This is an optimization exercise on Yosys and OpenROAD, whose aim is small area, a short achievable clock period and few clock cycles per item, not a production implementation.
Where RTL was checked, it was by simulation tests only, not by an equivalence proof against the original.
Power is estimated from default activity; no workload was simulated.

## tsq_decoder
module tsq_decoder (
    input  wire        clk,
    input  wire        rst,           
    input  wire        start,         
    input  wire        ext,           
    input  wire [22:0] in_size,       
    output wire        idle,
    input  wire        in_valid,
    input  wire [7:0]  in_data,
    output wire        in_ready,
    output wire        mem_re,
    output wire [17:0] mem_raddr,
    input  wire [7:0]  mem_rdata,     
    output wire        mem_we,
    output wire [17:0] mem_waddr,
    output wire [7:0]  mem_wdata,
    output wire        done,          
    output wire [3:0]  status,
    output wire [18:0] out_size
);
clock: 7.5 ns
lec_check: 0
cap_margin: 20
core_margin: 2
core_utilization: 40
setup_slack_margin: 5.0
slew_margin: 20
run.sh (not shown) runs the stock make flow with config.mk's settings and CLKGATE_MAP_FILE= SYNTH_SCRIPT=/design/flow/synth_recipe.tcl, a recipe that flattens the netlist after the stock synthesis.
Rerun with:
- SETUP_SLACK_MARGIN: 5.0 -> 4.5
The changed run ran to the end with no violations.
Global-route usage came out lower by 1.8 points.
Worst setup slack got worse by 0.11 ns.
Sequential share of layout area came out higher by 2.9 points.
Final cell count came out lower by 4.5%.
Clock skew is about the same.
Critical path depth came out higher by 6.
Register-to-register slack got worse by 0.35 ns.
Routed wire length came out lower by 10%.
First-iteration DRC count came out lower by 29%.
Function was not checked in any run of this note: the RTL went through the layout flow alone.


Another version of the RTL of tsq_decoder (not shown whole).
For scale: roughly 2000 cells after synthesis, roughly 250 flip-flops, ~120 I/O pins, ~15000 sq um of cells after synthesis.
Settings: LEC_CHECK=0, ABC_AREA=1, CAP_MARGIN=20, CORE_MARGIN=2, CORE_UTILIZATION=40, SETUP_SLACK_MARGIN=4.6, SLEW_MARGIN=20; clock period 7.5 ns.
==> next run, changes <==
--- a/flow/config.mk
+++ b/flow/config.mk
@@ -6,8 +6,7 @@
 export NUM_CORES = 4
 export LEC_CHECK = 0
-export ABC_AREA = 1
 export CAP_MARGIN = 20
 export CORE_MARGIN = 2
 export CORE_UTILIZATION = 40
-export SETUP_SLACK_MARGIN = 4.6
+export SETUP_SLACK_MARGIN = 4.5
 export SLEW_MARGIN = 20
What happened: The changed run completed without violations. Utilization came out lower by 0.33 points. Worst hold slack improved by 0.024 ns. Die area falls by 7.1%. Register-to-register slack loses 0.17 ns. Combinational power rose by 12%. First-iteration DRC count drops by 24%. Area after synthesis decreases by 7.2%. Global-route usage decreases by 1.8 points. Final cell count is lower by 21%.
==> next run, changes <==
--- a/flow/config.mk
+++ b/flow/config.mk
@@ -9,4 +9,4 @@
 export CORE_MARGIN = 2
 export CORE_UTILIZATION = 40
-export SETUP_SLACK_MARGIN = 4.5
+export SETUP_SLACK_MARGIN = 4.7
 export SLEW_MARGIN = 20
Worst setup slack improves by 0.18 ns.
Power went up by 5.6%.
Critical path depth decreases by 5.
Combinational power increases by 16%.
Hold slack improved by 0.022 ns.
Sequential power barely changes.
Synthesized area stays the same.
Die area is unchanged.
No run of this note included a check of the RTL's function; only the layout flow was run.


Another version of the RTL of tsq_decoder (not shown whole).
Size in the first run: roughly 1300 cells after synthesis, roughly 220 flip-flops, ~0.013 sq mm of cells after synthesis.
clock: 7.5 ns
lec_check: 0
cap_margin: 20
core_margin: 2
core_utilization: 40
setup_slack_margin: 3.5
slew_margin: 20
Testbench counts at the start, summed over its fixed seeds: cycles 399,179, bytes 355,495.
Then changed:
Settings changed: SETUP_SLACK_MARGIN 3.5 to not set.
Die area does not change.
Power goes up by 1.7%.
Core utilization drops by 0.30 points.
Sequential power barely changes.
Combinational power goes down by about 4%.
Final cell count is lower by 0.47%.
Via count fell by 0.85%.
Count of clock-buffer cells in the layout shrinks by 12.
Final area goes down by 0.62%.
Worst hold slack gets worse by 4.7 ps.
Worst setup slack is worse by 640 ps.


Setup of red:
tsq_decoder, a different RTL version from the one above (not shown whole).
Size: ~250 flip-flops, roughly 15000 sq um of cells after synthesis.
==> flow/config.mk <==
export PLATFORM = sky130hd
export DESIGN_NAME = tsq_decoder
export DESIGN_NICKNAME = tsq_decoder
export VERILOG_FILES = /design/flow/design.v
export SDC_FILE = /design/flow/constraint.sdc
export NUM_CORES = 4
export LEC_CHECK = 0
export CAP_MARGIN = 20
export CORE_MARGIN = 2
export CORE_UTILIZATION = 40
export SETUP_SLACK_MARGIN = 3.5
export SLEW_MARGIN = 20
==> flow/constraint.sdc <==
create_clock -name core_clock -period 7.5 [get_ports {clk}]
set_input_delay 1.5000 -clock core_clock [delete_from_list [all_inputs] [get_ports {clk}]]
set_output_delay 1.5000 -clock core_clock [all_outputs]
set_load 0.01 [all_outputs]
red: no failed stages, no open violations at the end
Setup changes, red to blue
- SETUP_SLACK_MARGIN: 3.5 -> 5
--- outcome ---
- blue vs. red: number of flops mapped to enable cells by yosys held steady; cell area went up; via count higher; total power draw increased by about 11% relative to the old numbers.
- blue: ratio of final minimum period to clock period is 11 points lower than what red reported.
- blue vs. red: met2 wirelength from detailed routing climbed 23%, combinational group share of total power climbed 7.6 points.
Function was not checked in any run of this note: the RTL went through the layout flow alone.


## before
Another version of the RTL of tsq_decoder (not shown whole).
Size: about 250 flip-flops, roughly 120 I/O pins.
==> flow/config.mk <==
export PLATFORM = sky130hd
export DESIGN_NAME = tsq_decoder
export DESIGN_NICKNAME = tsq_decoder
export VERILOG_FILES = /design/flow/design.v
export SDC_FILE = /design/flow/constraint.sdc
export NUM_CORES = 4
export LEC_CHECK = 0
export CAP_MARGIN = 20
export CORE_MARGIN = 2
export CORE_UTILIZATION = 60
export CTS_CLUSTER_DIAMETER = 60
export CTS_CLUSTER_SIZE = 20
export GPL_TIMING_DRIVEN = 0
export SETUP_SLACK_MARGIN = 4.8
export SLEW_MARGIN = 20
==> flow/constraint.sdc <==
create_clock -name core_clock -period 7.5 [get_ports {clk}]
set_input_delay 1.5000 -clock core_clock [delete_from_list [all_inputs] [get_ports {clk}]]
set_output_delay 1.5000 -clock core_clock [all_outputs]
set_load 0.01 [all_outputs]
standard.sh (not shown) runs the stock make flow with config.mk's settings and CLKGATE_MAP_FILE= SYNTH_SCRIPT=/design/flow/synth_recipe.tcl, a recipe that flattens the netlist after the stock synthesis.
==> flow/flow/run.sh <==
#!/bin/bash
# The standard layout, with the port buffers placed as the smallest buffer
# cell (the resizer sizes them up where timing needs it).
set -euo pipefail
export BUFFER_PORTS_ARGS="-buffer_cell sky130_fd_sc_hd__buf_1"
bash standard.sh > standard.log 2>&1
Testbench counts of before, summed over its fixed seeds: cycles 402,748, bytes 355,495.
### before -> after
- clearing GPL_TIMING_DRIVEN, which used to be 0
- swapping 4.8 for 4.9 in SETUP_SLACK_MARGIN
[summary]
Each of the runs, namely after and before, reached the end of the flow and came out clean.
Between after and before, clock network power share is lower for before, after comes in above that.
In the flow results for after and before, the number of global-route vias before repair is larger on after.
after gives less post-route clock period utilization than before did.
Of the two candidates, before has the better global-route wire length before repair and after the worse one.
Maximum single-stage delay on the critical path sits lower in after than in before.
In after relative to before, total power had gone up by a few percent.
Min count of clock-buffer cells in the layout across after and before: after
before has lower clock network contribution to total cell area than after.

==> separate check: timing with driven ports <==
The results above use ideal ports. As a check the final layouts listed here were re-extracted and re-timed, cells and wires unchanged.
Step 1 sets driving cells, clkbuf_16 on the clock port and buf_2 on the other inputs (assumed; they add their load-dependent delay and slew).
Step 2 times the ports against the registers' clock, not the clock port: input delays grow and output delays shrink by t, the midpoint of the rising clock arrivals with the driver on.
Three values: ideal ports, drivers, drivers and shift; two values: the first two.
| run | t, ns | setup WS [ns] | clock arrival spread, ns |
|---|---|---|---|
| the first run of note 1 | 0.587 | 4.637 / 4.588 / 4.286 | 0.013 / 0.012 |
| the second run of note 1 | 0.591 | 4.523 / 4.489 / 3.947 | 0.011 / 0.012 |
| the first run of note 2 | 0.600 | 4.522 / 4.470 / 4.093 | 0.018 / 0.018 |
| the second run of note 2 | 0.591 | 4.394 / 4.419 / 3.829 | 0.020 / 0.019 |
| the third run of note 2 | 0.597 | 4.571 / 4.519 / 4.144 | 0.010 / 0.011 |
| the first run of note 3 | 0.581 | 3.575 / 3.525 / 3.170 | 0.024 / 0.024 |
| the second run of note 3 | 0.572 | 2.937 / 2.963 / 2.391 | 0.014 / 0.014 |
| red | 0.601 | 3.655 / 3.598 / 3.085 | 0.013 / 0.013 |
| blue | 0.605 | 4.460 / 4.400 / 4.229 | 0.028 / 0.027 |
| before | 0.561 | 4.787 / 4.786 / 4.271 | 0.027 / 0.026 |
| after | 0.599 | 4.843 / 4.796 / 4.306 | 0.018 / 0.017 |
After both steps setup and hold are still met in every run listed. For the second run of note 1, which loses most, drivers alone change the setup slack by -0.034 ns; drivers and shift together by -0.576 ns.
